This design comes from an exercise in tuning for small area, a short achievable clock period and few clock cycles per item on the open sky130 flow, not from production work.
Function was checked by simulation only, so behaviour that the tests miss may differ from the original.
Power figures rest on the tool's default switching activity, not on a simulated workload.

$ cat flow/config.mk
export PLATFORM = sky130hd
export DESIGN_NAME = sk_unit
export DESIGN_NICKNAME = sk_unit
export VERILOG_FILES = /design/flow/design.v
export SDC_FILE = /design/flow/constraint.sdc
export NUM_CORES = 4
export LEC_CHECK = 0
export CAP_MARGIN = 40
export CORE_MARGIN = 2
export CORE_UTILIZATION = 45
export GPL_ROUTABILITY_DRIVEN = 1
export PLACE_DENSITY = 0.6
export SLEW_MARGIN = 40
export SYNTH_HIERARCHICAL = 1
export SYNTH_MINIMUM_KEEP_SIZE = 0
$ cat flow/constraint.sdc
create_clock -name core_clock -period 8.0 [get_ports {clk}]
set_input_delay 1.6000 -clock core_clock [delete_from_list [all_inputs] [get_ports {clk}]]
set_output_delay 1.6000 -clock core_clock [all_outputs]
set_load 0.01 [all_outputs]
$ cat flow/design.v
module sk_derive (
    input  wire [63:0] mk,
    input  wire [3:0]  idx,          
    input  wire [3:0]  idx2,         
    input  wire        sel,
    input  wire        en,
    output wire [63:0] sk
);
    function integer cum;             
        input integer r;
        begin
            case (r)
                0: cum = 1;   1: cum = 2;   2: cum = 4;   3: cum = 6;
                4: cum = 8;   5: cum = 10;  6: cum = 12;  7: cum = 14;
                8: cum = 15;  9: cum = 17;  10: cum = 19; 11: cum = 21;
                12: cum = 23; 13: cum = 25; 14: cum = 27; default: cum = 28;
            endcase
        end
    endfunction
    wire [3:0] i1 = sel ? idx : idx2;
    wire z  = (i1[1:0] == 2'd0);
    wire o  = (i1[1:0] == 2'd3);
    wire a0 = en & z & (i1[3:2] != 2'd0);
    wire a1 = en & z & (i1[3:2] == 2'd0);
    wire a2 = en & (i1[1:0] == 2'd1);
    wire a4 = en & (i1[1:0] == 2'd2);
    wire a6 = en & o & (i1[3:2] != 2'd3);
    wire a5 = en & o & (i1[3:2] == 2'd3);
    function [31:0] rotl;
        input [31:0] x;
        input integer c;
        integer b;
        begin
            for (b = 0; b < 32; b = b + 1)
                rotl[b] = x[(b - c + 64) % 32];
        end
    endfunction
    function [31:0] stage_a;
        input [31:0] x;
        input s0, s1, s2, s4, s5, s6;
        begin
            stage_a = ({32{s0}} & x)          | ({32{s1}} & rotl(x, 1)) |
                      ({32{s2}} & rotl(x, 2)) | ({32{s4}} & rotl(x, 4)) |
                      ({32{s5}} & rotl(x, 5)) | ({32{s6}} & rotl(x, 6));
        end
    endfunction
    function [31:0] stage_b;
        input [31:0] x;
        input [1:0]  g;
        begin
            case (g)
                2'd0: stage_b = x;
                2'd1: stage_b = rotl(x, 8);
                2'd2: stage_b = rotl(x, 15);
                default: stage_b = rotl(x, 23);
            endcase
        end
    endfunction
    wire [31:0] hrot = stage_b(stage_a(mk[63:32], a0, a1, a2, a4, a5, a6), i1[3:2]);
    wire [31:0] lrot = stage_b(stage_a(mk[31:0],  a0, a1, a2, a4, a5, a6), i1[3:2]);
    reg [17:0] k;
    integer q;
    always @(*) begin
        k = 18'd0;
        for (q = 0; q < 16; q = q + 1)
            if (en && i1 == q) k = 12345 * q;
    end
    wire [63:0] comb = {hrot, lrot};
    wire [63:0] perm;
    genvar i;
    generate
        for (i = 0; i < 64; i = i + 1) begin : g_bit
            assign perm[i] = comb[i] ^ comb[63 - i];
        end
    endgenerate
    wire [17:0] lo;
    wire        c18;
    sk_ks #(.N(18)) u_lo (.a(perm[17:0]), .b(k), .cin(1'b0), .sum(lo), .cout(c18));
    wire [45:0] ones;
    sk_andpre #(.N(46)) u_ones (.x({perm[62:18], 1'b1}), .y(ones));
    assign sk = {perm[63:18] ^ (ones & {46{c18}}), lo};
endmodule
module sk_andpre #(parameter integer N = 16) (
    input  wire [N-1:0] x,
    output wire [N-1:0] y
);
    function integer clog2;
        input integer n;
        begin
            clog2 = 0;
            while ((1 << clog2) < n) clog2 = clog2 + 1;
        end
    endfunction
    localparam integer L = clog2(N);
    wire [N-1:0] v [0:L];
    assign v[0] = x;
    genvar l, i;
    generate
        for (l = 0; l < L; l = l + 1) begin : g_lvl
            for (i = 0; i < N; i = i + 1) begin : g_node
                if ((i >> l) & 1) begin : g_op
                    sk_and2 u_and (.a(v[l][i]), .b(v[l][((i >> (l + 1)) << (l + 1)) + (1 << l) - 1]),
                                   .y(v[l+1][i]));
                end else begin : g_pass
                    assign v[l+1][i] = v[l][i];
                end
            end
        end
    endgenerate
    assign y = v[L];
endmodule
module sk_and2 (
    input  wire a, b,
    output wire y
);
    assign y = a & b;
endmodule
module sk_div_mid #(parameter integer K = 8) (      
    input  wire [15:0]  rem_in,
    input  wire [K-1:0] bits,
    input  wire [15:0]  d,           
    input  wire [16:0]  m2,          
    input  wire [17:0]  m3,          
    output wire [15:0]  rem_out,
    output wire [K-1:0] q,
    output wire [63:0]  last_c,      
    output wire [3:0]   last_p
);
    wire [15:0] r [0:K/2];
    assign r[0] = rem_in;
    genvar j;
    generate
        for (j = 0; j < K / 2; j = j + 1) begin : g_step
            wire [17:0] t = {r[j], bits[K-1-2*j], bits[K-2-2*j]};
            wire [17:0] s1, s2, s3;
            wire        ge1, ge2, ge3;                       
            sk_ks #(.N(18), .T(1)) u_a1 (.a(t), .b(~{2'b00, d}), .cin(1'b0), .sum(s1), .cout(ge1));
            sk_ks #(.N(18), .T(1)) u_a2 (.a(t), .b(~{1'b0, m2}), .cin(1'b0), .sum(s2), .cout(ge2));
            sk_ks #(.N(18), .T(1)) u_a3 (.a(t), .b(~m3),         .cin(1'b0), .sum(s3), .cout(ge3));
            wire p3 = ge3, p2 = ge2 & ~ge3, p1 = ge1 & ~ge2, p0 = ~ge1;
            assign r[j+1] = ({16{p3}} & s3[15:0]) | ({16{p2}} & s2[15:0]) |
                            ({16{p1}} & s1[15:0]) | ({16{p0}} & t[15:0]);
            assign q[K-1-2*j] = ge2;
            assign q[K-2-2*j] = ge3 | (ge1 & ~ge2);
            if (j == K / 2 - 1) begin : g_last
                assign last_c = {s3[15:0], s2[15:0], s1[15:0], t[15:0]};
                assign last_p = {p3, p2, p1, p0};
            end
        end
    endgenerate
    assign rem_out = r[K/2];
endmodule
module sk_ks #(parameter integer N = 16, parameter integer T = 0) (
    input  wire [N-1:0] a,
    input  wire [N-1:0] b,
    input  wire         cin,
    output wire [N-1:0] sum,
    output wire         cout
);
    function integer clog2;
        input integer n;
        begin
            clog2 = 0;
            while ((1 << clog2) < n) clog2 = clog2 + 1;
        end
    endfunction
    localparam integer L  = clog2(N);
    localparam integer NL = (T == 2) ? 2 * L - 1 : L;    
    function integer partner;
        input integer l, i;
        integer d;
        begin
            partner = -1;
            if (T == 0) begin
                if (i >= (1 << l)) partner = i - (1 << l);
            end else if (T == 1) begin
                if ((i >> l) & 1) partner = ((i >> (l + 1)) << (l + 1)) + (1 << l) - 1;
            end else begin
                if (l < L) begin                          
                    d = 1 << l;
                    if (((i + 1) % (2 * d)) == 0) partner = i - d;
                end else begin                            
                    d = 1 << (2 * L - 2 - l);
                    if (((i + 1) % (2 * d)) == d && i >= 3 * d - 1) partner = i - d;
                end
            end
        end
    endfunction
    wire [N-1:0] g [0:NL];
    wire [N-1:0] p [0:NL];
    wire [N-1:0] p0 = a ^ b;
    assign g[0] = (a & b) | {{(N-1){1'b0}}, p0[0] & cin};
    assign p[0] = p0;
    genvar l, i;
    generate
        for (l = 0; l < NL; l = l + 1) begin : g_lvl
            for (i = 0; i < N; i = i + 1) begin : g_node
                if (partner(l, i) >= 0) begin : g_op
                    sk_gp u_gp (.gh(g[l][i]), .ph(p[l][i]),
                                .gl(g[l][partner(l, i)]), .pl(p[l][partner(l, i)]),
                                .g(g[l+1][i]), .p(p[l+1][i]));
                end else begin : g_pass
                    assign g[l+1][i] = g[l][i];
                    assign p[l+1][i] = p[l][i];
                end
            end
        end
    endgenerate
    assign sum  = p0 ^ {g[NL][N-2:0], cin};
    assign cout = g[NL][N-1];
endmodule
module sk_gp (
    input  wire gh, ph, gl, pl,
    output wire g, p
);
    assign g = gh | (ph & gl);
    assign p = ph & pl;
endmodule
module sk_div_wide (
    input  wire [63:0] rem_in,
    input  wire        bit_in,
    input  wire [63:0] d,            
    output wire [63:0] rem_out
);
    wire [64:0] trial = {rem_in, bit_in};
    wire [64:0] sum;
    wire        ge;                                        
    sk_add #(.N(65)) u_add (.a(trial), .b({1'b1, ~d}), .cin(1'b0), .sum(sum), .cout(ge));
    assign rem_out = ge ? sum[63:0] : trial[63:0];
endmodule
module sk_add #(parameter integer N = 64) (
    input  wire [N-1:0] a,
    input  wire [N-1:0] b,
    input  wire         cin,
    output wire [N-1:0] sum,
    output wire         cout
);
    function integer top_pow2;       
        input integer n;
        begin
            top_pow2 = 1;
            while (top_pow2 * 2 < n) top_pow2 = top_pow2 * 2;
        end
    endfunction
    localparam integer DTOP = top_pow2(N);
    reg [N-1:0] g, p, p0;
    integer i, d;
    always @(*) begin
        p0 = a ^ b;
        g  = a & b;
        p  = p0;
        g[0] = g[0] | (p0[0] & cin);
        for (d = 1; d < N; d = d * 2)
            for (i = 2 * d - 1; i < N; i = i + 2 * d) begin
                g[i] = g[i] | (p[i] & g[i - d]);
                p[i] = p[i] & p[i - d];
            end
        for (d = DTOP; d >= 1; d = d / 2)
            for (i = 3 * d - 1; i < N; i = i + 2 * d) begin
                g[i] = g[i] | (p[i] & g[i - d]);
                p[i] = p[i] & p[i - d];
            end
    end
    assign sum  = p0 ^ {g[N-2:0], cin};
    assign cout = g[N-1];
endmodule
module sk_unit (
    input  wire         clk,
    input  wire         rst,           
    input  wire         cmd_valid,
    output wire         cmd_ready,
    input  wire [63:0]  cmd_word,
    input  wire [63:0]  key_in,
    input  wire [63:0]  min_in,
    input  wire [63:0]  max_in,
    input  wire [63:0]  px_in,
    input  wire [63:0]  now_us,
    output reg          done,
    output reg  [3:0]   errcode,
    output reg          init,
    output reg  [3:0]   cursor,
    output reg  [63:0]  master,
    output wire [63:0]  result,
    output reg  [63:0]  px_out,
    input  wire [3:0]   sk_idx,
    output wire [63:0]  subkey
);
    localparam integer KM   = 6;                        
    localparam integer NDIG = (64 + KM - 1) / KM;       
    localparam integer PAD  = KM * NDIG - 64;           
    localparam integer I1   = 1;                        
    localparam integer I2   = 2;
    localparam integer I3   = 3;
    localparam integer M1   = KM * I1 - PAD;            
    localparam integer M2   = KM * I2 - PAD;
    localparam integer M3   = KM * I3 - PAD;
    localparam integer MT   = ((9 + KM - 1 + PAD) / KM) * KM - PAD;   
    localparam integer MTT  = (MT > 9) ? MT - KM : MT;
    localparam integer W1   = 16;                       
    localparam integer W2   = 40;
    localparam integer W3   = 56;
    localparam integer W4   = 60;
    localparam [7:0] OP_INIT  = 8'h11;
    localparam [7:0] OP_INITT = 8'h12;
    localparam [7:0] OP_RAW   = 8'h13;
    localparam [7:0] OP_RANGE = 8'h14;
    localparam [7:0] OP_ROTL  = 8'h21;
    localparam [7:0] OP_BRX   = 8'h22;
    localparam [3:0] E_OK      = 4'd0;
    localparam [3:0] E_INVALID = 4'd1;
    localparam [3:0] E_NOINIT  = 4'd2;
    localparam [3:0] E_ILLEGAL = 4'd3;
    localparam [1:0] S_IDLE = 2'd0;
    localparam [1:0] S_RAW  = 2'd1;    
    localparam [1:0] S_DIV  = 2'd2;
    reg [1:0]    state;
    reg          is_t;                 
    reg          wide;                 
    reg [5:0]    cnt;                  
    reg [63:0]   base;                 
    reg [63:0]   rem;
    reg [63:0]   dm1;                  
    reg [17:0]   m3;                   
    reg [KM-1:0] nb;                   
    reg [63:0]   craw;                 
    wire idle = (state == S_IDLE);
    assign cmd_ready = idle;
    sk_add #(.N(64)) u_res (.a(base), .b(rem), .cin(1'b0), .sum(result), .cout());
    function [63:0] brx64;
        input [63:0] v;
        integer k;
        begin
            for (k = 0; k < 64; k = k + 1)
                brx64[k] = v[k] ^ v[63 - k];
        end
    endfunction
    wire [63:0] d_sk;
    sk_derive u_derive (.mk(master), .idx(sk_idx), .idx2(cursor), .sel(idle),
                        .en(init), .sk(d_sk));
    assign subkey = d_sk;
    wire [63:0] raw_value = brx64(d_sk);
    wire [7:0]  op  = cmd_word[7:0];
    wire [7:0]  sub = cmd_word[15:8];
    wire [15:0] imm = cmd_word[31:16];
    wire [31:0] rsv = cmd_word[63:32];
    wire base_ok  = (rsv == 32'd0) && (sub == 8'd0);
    wire plain    = base_ok && (imm == 16'd0);
    wire is_init  = plain && (op == OP_INIT);
    wire is_initt = plain && (op == OP_INITT);
    wire is_raw   = plain && (op == OP_RAW);
    wire is_range = plain && (op == OP_RANGE);
    wire is_brx   = plain && (op == OP_BRX);
    wire is_rotl  = base_ok && (op == OP_ROTL);
    wire legal    = is_init | is_initt | is_raw | is_range | is_brx | is_rotl;
    wire [64:0] diff;
    sk_ks #(.N(65), .T(2)) u_diff (.a({max_in[63], max_in}), .b(~{min_in[63], min_in}), .cin(1'b1),
                            .sum(diff), .cout());
    wire range_bad = diff[64];
    wire shamt_bad = imm > 16'd32;
    reg [3:0] code;
    always @(*) begin
        if (!legal)                                code = E_ILLEGAL;
        else if ((is_raw || is_range) && !init)    code = E_NOINIT;
        else if (is_range && range_bad)           code = E_INVALID;
        else if (is_rotl && shamt_bad)            code = E_INVALID;
        else                                       code = E_OK;
    end
    wire ok = (code == E_OK);
    wire [63:0] rot_pair = {px_in[31:0], px_in[31:0]} << imm[4:0];    
    wire [63:0] d_new  = diff[63:0];
    wire        n_wide = |d_new[63:16];
    reg  [1:0]  n_skip;
    always @(*) begin
        if (n_wide)
            n_skip = (|d_new[63:W4]) ? 2'd3 : (|d_new[63:W3]) ? 2'd2 :
                     (|d_new[63:W2]) ? 2'd1 : 2'd0;
        else
            n_skip = (d_new[15:0] >= (1 << M3) - 1) ? 2'd3 :
                     (d_new[15:0] >= (1 << M2) - 1) ? 2'd2 :
                     (d_new[15:0] >= (1 << M1) - 1) ? 2'd1 : 2'd0;
    end
    wire [64+PAD:0] r_ext = {craw, 1'b0};
    function [KM-1:0] mdig;
        input integer c;
        mdig = r_ext[64 + PAD - KM * c -: KM];
    endfunction
    function [KM-1:0] wdig;
        input integer c;
        wdig = {craw[63 - c], {(KM-1){1'b0}}};
    endfunction
    reg [63:0]   rem_load;
    reg [5:0]    cnt_load;
    reg [KM-1:0] nb_load;
    always @(*) begin
        if (n_wide)
            case (n_skip)
                2'd0: begin rem_load = craw >> (64 - W1); cnt_load = W1; nb_load = wdig(W1); end
                2'd1: begin rem_load = craw >> (64 - W2); cnt_load = W2; nb_load = wdig(W2); end
                2'd2: begin rem_load = craw >> (64 - W3); cnt_load = W3; nb_load = wdig(W3); end
                default: begin rem_load = craw >> (64 - W4); cnt_load = W4; nb_load = wdig(W4); end
            endcase
        else
            case (n_skip)
                2'd0: begin rem_load = 64'd0;            cnt_load = 6'd0; nb_load = mdig(0);  end
                2'd1: begin rem_load = craw >> (64 - M1); cnt_load = I1;  nb_load = mdig(I1); end
                2'd2: begin rem_load = craw >> (64 - M2); cnt_load = I2;  nb_load = mdig(I2); end
                default: begin rem_load = craw >> (64 - M3); cnt_load = I3; nb_load = mdig(I3); end
            endcase
    end
    wire [5:0]   nxt = cnt + 6'd1;
    reg  [KM-1:0] nb_nx;
    always @(*) begin
        if (is_t)
            nb_nx = master[63 -: KM];
        else if (wide)
            nb_nx = {craw[~nxt], {(KM-1){1'b0}}};
        else
            nb_nx = r_ext[64 + PAD - KM * nxt[4:0] -: KM];
    end
    wire [15:0]   mid_rem;
    wire [63:0]   mid_c;
    wire [3:0]    mid_p;
    wire [KM-1:0] mid_q;
    sk_div_mid #(.K(KM)) u_mid (.rem_in(rem[15:0]), .bits(nb), .d(dm1[15:0]),
                                .m2({dm1[15:0], 1'b1}), .m3(m3),
                                .rem_out(mid_rem), .q(mid_q),
                                .last_c(mid_c), .last_p(mid_p));
    wire [63:0] wide_rem;
    sk_div_wide u_wide (.rem_in(rem), .bit_in(nb[KM-1]), .d(dm1), .rem_out(wide_rem));
    wire last  = wide ? (cnt == 6'd63) : (cnt == NDIG - 1);
    wire in_div = (state == S_DIV);
    wire acc       = idle & cmd_valid;
    wire go_init   = acc & ok & is_init;
    wire go_initt  = acc & ok & is_initt;
    wire go_raw    = acc & ok & is_raw;
    wire go_range  = acc & ok & is_range;
    wire ld_range  = acc & is_range;                   
    wire fin_t     = in_div & is_t & last;             
    wire fin_r     = in_div & ~is_t & last;            
    wire step_mid = in_div & ~wide & ~fin_t;
    wire step_t   = in_div & is_t;                     
    reg  [63:0] rem_other, master_other;
    always @(*) begin
        rem_other = rem;
        if (go_init | go_raw | fin_t)  rem_other = 64'd0;
        else if (go_initt)             rem_other = now_us >> (64 - MTT);
        else if (go_range)             rem_other = rem_load;
        else if (in_div)               rem_other = wide_rem;
        master_other = master;
        if (go_init)                   master_other = key_in;
        else if (go_initt)             master_other = now_us << (MTT + KM);
    end
    wire        sm       = step_mid & ~rst;
    wire [3:0]  sel_mid  = mid_p & {4{sm}};
    wire [63:0] rem_keep = rst ? 64'd0 : rem_other;
    wire [15:0] rem_lo   = ({16{sel_mid[3]}} & mid_c[63:48]) | ({16{sel_mid[2]}} & mid_c[47:32]) |
                           ({16{sel_mid[1]}} & mid_c[31:16]) | ({16{sel_mid[0]}} & mid_c[15:0]) |
                           ({16{~sm}} & rem_keep[15:0]);
    always @(posedge clk) begin
        rem <= {rem_keep[63:16] & {48{~sm}}, rem_lo};
        if (step_t & ~rst)   master <= {master[63-KM:0], mid_q};
        else                 master <= rst ? 64'd0 : master_other;
    end
    always @(posedge clk) begin
        if (ld_range) begin
            dm1  <= d_new;
            m3   <= {2'b00, d_new[15:0]} + {1'b0, d_new[15:0], 1'b0} + 18'd2;
            wide <= n_wide;
            nb   <= nb_load;
            cnt  <= cnt_load;
            is_t <= 1'b0;
        end else if (go_initt) begin
            nb   <= now_us[63 - MTT -: KM];
            dm1  <= 64'd999;
            m3   <= 18'd2999;
            wide <= 1'b0;
            is_t <= 1'b1;
            cnt  <= (MTT + PAD) / KM;
        end else if (in_div) begin
            nb   <= nb_nx;
            cnt  <= cnt + 6'd1;
        end
    end
    always @(posedge clk) begin
        if (rst) begin
            state   <= S_IDLE;
            done    <= 1'b0;
            errcode <= 4'd0;
            init    <= 1'b0;
            cursor  <= 4'd0;
            base    <= 64'd0;
            px_out  <= 64'd0;
            craw    <= 64'd0;
        end else begin
            done <= 1'b0;
            case (state)
                S_IDLE: begin
                    if (cmd_valid) begin
                        errcode <= code;
                        if (go_raw) begin
                            base   <= craw;
                            cursor <= cursor + 4'd1;
                            state  <= S_RAW;
                        end else if (go_range) begin
                            base   <= min_in;
                            cursor <= cursor + 4'd1;
                            state  <= S_DIV;
                        end else if (go_initt) begin
                            state  <= S_DIV;
                        end else begin
                            done <= 1'b1;
                            if (go_init) begin
                                cursor <= 4'd0;
                                base   <= 64'd0;
                                craw   <= 64'd0;
                                init   <= 1'b1;
                            end
                            if (ok && is_rotl) px_out <= {32'd0, rot_pair[63:32]};
                            if (ok && is_brx)  px_out <= brx64(px_in);
                        end
                    end
                end
                S_RAW: begin
                    craw  <= raw_value;
                    done  <= 1'b1;
                    state <= S_IDLE;
                end
                default: begin
                    if (last) begin
                        done  <= 1'b1;
                        state <= S_IDLE;
                        if (is_t) begin
                            cursor <= 4'd0;
                            base   <= 64'd0;
                            craw   <= 64'd0;
                            init   <= 1'b1;
                        end else begin
                            craw   <= raw_value;
                        end
                    end
                end
            endcase
        end
    end
endmodule
$ cat flow/flow/run.sh
#!/bin/bash
# The standard layout, with plain buffers (not delay cells) on the ports.
set -euo pipefail
bash standard.sh "BUFFER_PORTS_ARGS=-buffer_cell sky130_fd_sc_hd__buf_1" finish > standard_flow.log 2>&1
$ cat flow/standard.sh
#!/bin/bash
# synth_recipe.tcl (not shown) runs the flow's synth.tcl, then flattens the netlist and writes it again
# the make line also repeats each setting of config.mk as NAME=value (left out here)
make -C /OpenROAD-flow-scripts/flow DESIGN_CONFIG=/design/flow/config.mk WORK_HOME=/design/flow/orfs CLKGATE_MAP_FILE= SYNTH_SCRIPT=/design/flow/synth_recipe.tcl "${@:-finish}"
==> results of run 1 <==
-- sequential cells by signal, summed over array words and instances, names as in the netlist --
signal,flops
base,64
cnt,6
craw,32
cursor,4
dm1,64
done,1
errcode,2
init,1
is_t,1
m3,17
master,64
nb,6
px_out,64
rem,64
state,2
wide,1
-- worst min-delay path: stages (launching register included) --
cell	delay [ns]
dfxtp_1	0.31
nand2_1	0.05
a21oi_1	0.05
-- final cells by class --
| type | count | area (um^2) | area share (%) |
|---|---|---|---|
| multi-input cells | 4806 | 37800 | 66.6 |
| well taps | 1488 | 1860 | 3.28 |
| clock buffers | 72 | 1500 | 2.64 |
| repair buffers | 914 | 4580 | 8.07 |
| diodes | 12 | 30.0 | 0.0529 |
| flip-flops and latches | 393 | 9460 | 16.7 |
| clock inverters | 23 | 253 | 0.445 |
| inverters | 337 | 1270 | 2.24 |
-- stage by stage --
stage / setup TNS, ns / instance area (um^2) / worst slack [ns] / power, mW / instances
detailed placement: -0.288 / 54600 / -0.281 / 3.62 / 7922
CTS: 0 / 56400 / 0.0867 / 6.10 / 8022
global placement: -0.230 / 54600 / -0.230 / 3.62 / 7921
global route: -0.183 / 56700 / -0.0580 / 6.31 / 8040
floorplan: 0 / 50100 / 0.573 / 3.12 / 5912
finish: 0 / 56700 / 0.181 / 6.08 / 8045
-- repair_timing --
item / in CTS / in global routing
hold buffers: 0 / 0
endpoints found under the setup margin: 14 / 29
setup buffers: 4 / 10
endpoints found under the hold margin: 0 / 0
pin swaps: 1 / 10
resized for setup: 1 / 35
gates cloned: 1 / 0
-- how the worst max path moves through the flow --
stage                     cells past startpoint         end  slack (ns)
after floorplan                              37     rem[10]        0.57
after global placement                       26       nb[5]       -0.23
after detailed placement                     26       nb[5]       -0.28
after CTS                                    34      rem[7]        0.09
after global routing                         35      rem[9]       -0.06
final                                        17  subkey[16]        0.18
-- layer usage --
layer	up-vias	part of all wire, %
met5	-	0.020
met4	6	4.6
met3	457	8.3
met2	2137	45
met1	23100	42
li1	22300	-
-- layout by cell type (no fill, tap or decap), types with 29 or more instances in the layout --
cell type	n
mux2_2	44
edfxtp_1	158
a31oi_1	76
buf_4	243
o2bb2ai_1	32
o21ai_1	50
mux2_4	61
a21oi_1	305
o21ai_0	192
fa_1	79
clkbuf_16	54
dfxtp_1	229
o221a_2	50
xor2_1	309
xnor2_1	197
and2_1	463
a21o_1	538
inv_1	332
ha_1	403
nand4_1	31
mux2i_1	269
nand3b_1	60
nand3_1	47
a22oi_1	94
conb_1	30
mux4_2	86
o31ai_2	29
buf_1	651
nor2_1	154
nand2_1	727
-- power by group --
| group | leakage [nW] | internal (mW) | switching [mW] |
|---|---|---|---|
| Sequential | 3.25 | 2.10 | 0.0963 |
| Clock | 0.862 | 1.44 | 1.03 |
| Combinational | 23.4 | 0.563 | 0.854 |
==> results by group, run 1 <==
Outcome
  – Status: no timing/DRC/antenna violations

Clocking
  – CTS tree: yes
  – Clock buffer depth: 3
  – Clock root buffer: clkbuf_16
  – Clock latency on the worst-skew pair: 0.65 ns
  – H-tree depth: 2
  – Clk slew on worst S/H paths: 0.06 ns
  – TritonCTS Sinks: 393
  – Total CTS buffers: 51

Die
  – Num ports: 658
  – Initial Utilization: 45.3%
  – # rows: 122
  – Chip width: 337 um
  – Die height: 337 um
  – DIE AREA: 114,000 um^2
  – Core ar.: 111,000 um^2

Hold path
  – Hold endpoint: px_out[6]
  – Worst hold path depth: 2
  – Worst min path class: reg2reg
  – HP Start: px_out[6]

Detailed routing
  – TritonRoute pass-1 iters: 10
  – DRC viols: 0
  – Final WL: 195 mm
  – Vias/cell: 5.96
  – ANT nets after route: 0
  – Vias: 47,900
  – DR iter-0 viols: 4,633
  – DR WL/cell: 24.2 um

Worst setup path
  – Critical path, cell by cell: buf_1, mux2_2, nor2_4, buf_4, mux2_2, a222oi_1, a22oi_1, xnor2_1, a222oi_1, buf_4, ha_1, a21o_1, a21o_1, a21o_1, a21o_1, xor2_1, buf_1
  – CP startpoint kind: input pin
  – Worst Path Arrival: 6.22 ns
  – Reg2reg setup slack: 0.30 ns
  – Crit Path Max Fanout: 15
  – CP most frequent cell: a21o_1
  – CP Capture Type: output port
  – R2R depth: 33
  – Worst Path Class, Setup: in2out
  – CP max stage cell: a222oi_1
  – Crit path largest cell delay: 0.42 ns
  – FF-to-FF End: rem[7]
  – CP Data Required Time: 6.40 ns
  – CP top delay family: compound AO/OA/AOI/OAI gates
  – Worst path bufs/invs: 4
  – Critical path origin: sk_idx[3]
  – R2r startpoint: nb[4]

STA
  – Final slew viol count: 0
  – Clock period minus worst slack: 7.82 ns
  – Worst Max-Slew Pin Slew: 0.950 ns
  – Hold Slack: 0.456 ns
  – Final Setup Violations: 0
  – Hold Vio Cnt, Final: 0
  – Fmax: 128 MHz
  – Clk_skew: 0.0211 ns
  – Slew HR: 36.4%
  – Final period utilization: 97.7%

Logic synthesis
  – Yosys warns: 15
  – Mean Syn Cell Area: 8.49 um^2
  – Synthesized area: 50,000 um^2
  – Syn Inst Count: 5,890

Place
  – GP Congestion: 0.991
  – Number of port buffers: 655
  – Post-DP HPWL: 151 mm

Power
  – PwrDens: 107 nW/um^2
  – Leak pwr: 27.5 nW
  – Worst vdd ir: 0.000153 V

Global routing
  – Initial antenna violation count: 14
  – GR Util met3: 5.58%
  – Met2 GRT Util: 51.9%
  – Vias in the first global route: 45,300
  – Largest net degree at the start of global routing: 116
  – Grt peak-use layer: met2
  – Total global routing overflow: 0
  – GR Util met1: 43.6%
  – Total track usage: 32.6%
  – First-pass GRT wire length: 284 mm

Final layout
  – Filler cell count: 10,800
  – Utilization after layout: 51.3%
  – Area Overhead vs Synth: 13.4%
  – Layout cell share with drive strength beyond 1: 11.4%
  – NumNets Final: 7,379

Run
  – Max Cap Viol: 0
Testbench counts, summed over its fixed seeds: cycles 17,942, items 2,400.
==> inputs of run 2 (changes only) <==
--- a/flow/config.mk
+++ b/flow/config.mk
@@ -5,11 +5,11 @@
 export SDC_FILE = /design/flow/constraint.sdc
 export NUM_CORES = 4
 export LEC_CHECK = 0
-export CAP_MARGIN = 40
+export CAP_MARGIN = 20
 export CORE_MARGIN = 2
 export CORE_UTILIZATION = 45
 export GPL_ROUTABILITY_DRIVEN = 1
 export PLACE_DENSITY = 0.6
-export SLEW_MARGIN = 40
+export SLEW_MARGIN = 20
 export SYNTH_HIERARCHICAL = 1
 export SYNTH_MINIMUM_KEEP_SIZE = 0
==> run 2 against run 1 <==
  * Still clean
  * Critical path depth stayed put
  * Power rose by 1.9%
  * Via count rose by 0.26%
  * Combinational power hardly changed
  * Wire length barely moved
  * Clock skew increased by 0.011 ns
  * Cell area grew 0.15%
  * Largest power group unchanged
==> results by group, run 2 <==
Outcome
  – Status: no timing/DRC/antenna violations

Worst setup path
  – Worst Path Arrival: 6.19 ns (-0.03 ns)
  – Crit path largest cell delay: 0.39 ns (-0.03 ns)
  – CP Data Required Time: 6.40 ns (about the same)
  – Critical path, cell by cell: buf_1, mux2_2, nor2_4, buf_4, mux2_2, a222oi_1, a22oi_1, xnor2_1, a222oi_1, buf_4, ha_1, a21o_1, a21o_1, a21o_1, a21o_1, xor2_1, buf_1
  – FF-to-FF End: rem[6]
  – R2R depth: 34 (+3.0%)
  – CP startpoint kind: input pin
  – Reg2reg setup slack: 0.37 ns (+0.07 ns)
  – CP top delay family: compound AO/OA/AOI/OAI gates
  – Crit Path Max Fanout: 15 (unchanged)
  – CP most frequent cell: a21o_1
  – R2r startpoint: nb[4]
  – CP max stage cell: mux2_2
  – Worst Path Class, Setup: in2out
  – CP Capture Type: output port
  – Worst path bufs/invs: 4 (unchanged)

Detailed routing
  – DRC viols: 0 (unchanged)
  – Vias/cell: 5.98 (+0.29%)
  – DR iter-0 viols: 4,816 (+3.9%)
  – ANT nets after route: 0 (unchanged)
  – DR WL/cell: 24.2 um (about the same)
  – Vias: 48,100 (+0.26%)
  – Final WL: 195 mm (about the same)
  – TritonRoute pass-1 iters: 12 (+2)

Clocking
  – Clock buffer depth: 3 (unchanged)
  – CTS tree: yes
  – Total CTS buffers: 52 (+2.0%)
  – TritonCTS Sinks: 393 (unchanged)
  – Clock latency on the worst-skew pair: 0.67 ns (+0.02 ns)
  – H-tree depth: 2 (unchanged)
  – Clock root buffer: clkbuf_16
  – Clk slew on worst S/H paths: 0.06 ns (about the same)
  – Hold buffers post-CTS: 0 (unchanged)

Final layout
  – Multi-input logic area: 37,800 um^2 (about the same)
  – Commonest cells after routing, fill and taps aside: nand2_1 (727), buf_1 (651), a21o_1 (538), and2_1 (463), ha_1 (401)
  – Most common cell after layout, fill and taps aside: nand2_1
  – Reg area: 9450 um^2 (about the same)
  – Layout cell share with drive strength beyond 1: 11.3% (-0.10 points)
  – Filler cell count: 10,800 (-0.79%)
  – Area Overhead vs Synth: 13.6%
  – NumNets Final: 7,377 (-0.027%)

Logic synthesis
  – Syn Inst Count: 5,890 (unchanged)
  – Mean Syn Cell Area: 8.49 um^2 (unchanged)
  – Synthesized area: 50,000 um^2 (unchanged)
  – Yosys warns: 15 (unchanged)

Die
  – Core ar.: 111,000 um^2 (unchanged)
  – # rows: 122 (unchanged)
  – DIE AREA: 114,000 um^2 (unchanged)
  – Initial Utilization: 45.3% (unchanged)
  – Die height: 337 um (unchanged)
  – Chip width: 337 um (unchanged)
  – Num ports: 658 (unchanged)

Power
  – PwrDens: 109 nW/um^2 (+1.8%)
  – Leak pwr: 27.6 nW (about the same)
  – Worst vdd ir: 0.000160 V (+4.8%)

Hold path
  – HP Start: px_out[31]
  – Worst min path class: reg2reg
  – Hold endpoint: px_out[31]
  – Worst hold path depth: 2 (unchanged)

STA
  – Final period utilization: 97.4% (-0.34 points)
  – Fmax: 128 MHz (+0.35%)
  – Clock period minus worst slack: 7.79 ns (-0.0275 ns)
  – Slew HR: 28.2% (-8.3 points)
  – Hold Vio Cnt, Final: 0 (unchanged)
  – Clk_skew: 0.0321 ns (+0.0110 ns)
  – Final Setup Violations: 0 (unchanged)
  – Final TNS setup: 0 ns (unchanged)
  – PnR worst setup slack: 0.209 ns (+0.0275 ns)
  – Worst Max-Slew Pin Slew: 1.06 ns (+0.112 ns)
  – Final slew viol count: 0 (unchanged)

Global routing
  – First-pass GRT wire length: 285 mm (+0.33%)
  – Vias in the first global route: 45,200 (-0.21%)
  – Total global routing overflow: 0 (unchanged)
  – Total track usage: 32.8% (+0.12 points)
  – Initial antenna violation count: 15 (+1)
  – Largest net degree at the start of global routing: 116 (unchanged)

Place
  – Number of port buffers: 655 (unchanged)
  – GP Congestion: 0.991 (unchanged)
  – Pre-CTS setup slack: -0.277 ns (+0.00465 ns)
  – Post-DP HPWL: 151 mm (about the same)

Run
  – Max Cap Viol: 0 (unchanged)
run 2: area by class of cell:
class,count,area share (%)
Clock buffer,72,2.73
Tap cell,1488,3.28
Multi-Input combinational cell,4806,66.5
Clock inverter,24,0.533
Antenna cell,12,0.0528
Timing Repair Buffer,911,8.04
Sequential cell,393,16.6
Inverter,337,2.23
run 2: per-layer routing:
metal | GRT usage (%) | vias up | wire length (um)
met5 | 0 | - | 32
met4 | 13.6 | 6 | 8580
met3 | 5.01 | 430 | 15900
met2 | 52.1 | 2208 | 87400
met1 | 44.3 | 23100 | 82600
li1 | - | 22300 | -
run 2: worst max-delay path by stage:
stage	end	cells past startpoint	slack (ns)	startpoint
after CTS	rem[8]	33	0.02	nb[4]
after floorplan	rem[10]	37	0.57	nb[4]
final	subkey[16]	17	0.21	sk_idx[3]
after detailed placement	nb[5]	26	-0.28	min_in[0]
after global routing	rem[7]	35	-0.007	dm1[0]
after global placement	nb[5]	26	-0.23	min_in[0]
run 2: timing repair:
action,CTS,global route
cloned,1,0
resized for setup,1,36
buffers inserted,6,6
endpoints found under the setup margin,15,51
pin swaps,1,13
run 2: tightest hold or removal path, stage by stage (launching register included):
cell     delay (ns)
dfxtp_1        0.31
nand2_1        0.05
a21oi_1        0.05
run 2: stage by stage:
step                      utilization, %  instances  total power [mW]  area [um^2]  hold slack [ns]
final                               51.4       8043              6.20        56800            0.457
after global placement              49.4       7921              3.62        54600            0.442
after floorplan                        -       5912              3.12        50100            0.451
after detailed placement            49.4       7921              3.62        54600            0.446
after CTS                           51.2       8024              6.22        56500            0.454
after global routing                51.4       8040              6.43        56800            0.474
run 2: power by group:
group          internal, mW  total, mW  switching, mW  leakage, nW
Combinational         0.565       1.42          0.858         23.4
Clock                  1.52       2.58           1.06        0.908
Sequential             2.10       2.20         0.0955         3.25

==> separate check: timing with driven ports <==
How much do the figures lean on ideal ports? The routed layouts below were timed once more, with nothing changed but the port constraints.
Step 1 sets driving cells, clkbuf_16 on the clock port and buf_2 on the other inputs (assumed; they add their load-dependent delay and slew).
Step 2 also shifts input and output timing later by t, the mid clock arrival at the registers, as if the neighbouring blocks saw the same clock.
Three values: ideal, step 1, step 2; two values: the first two.
run	t, ns	setup WS [ns]	worst hold slack (ns)	slew at the worst register clock pin (ns)	cell pins on the clock port's net
run 1	0.724	0.181 / 0.120 / -0.343	0.456 / 0.456 / 0.456	0.07 / 0.07	1
run 2	0.738	0.209 / 0.149 / -0.346	0.457 / 0.457 / 0.457	0.07 / 0.07	1
Met with ideal ports but missed after step 2: setup timing in run 1 and run 2. The setup slack of run 2, which loses most, moves by -0.060 ns with the drivers and by -0.555 ns with both steps.
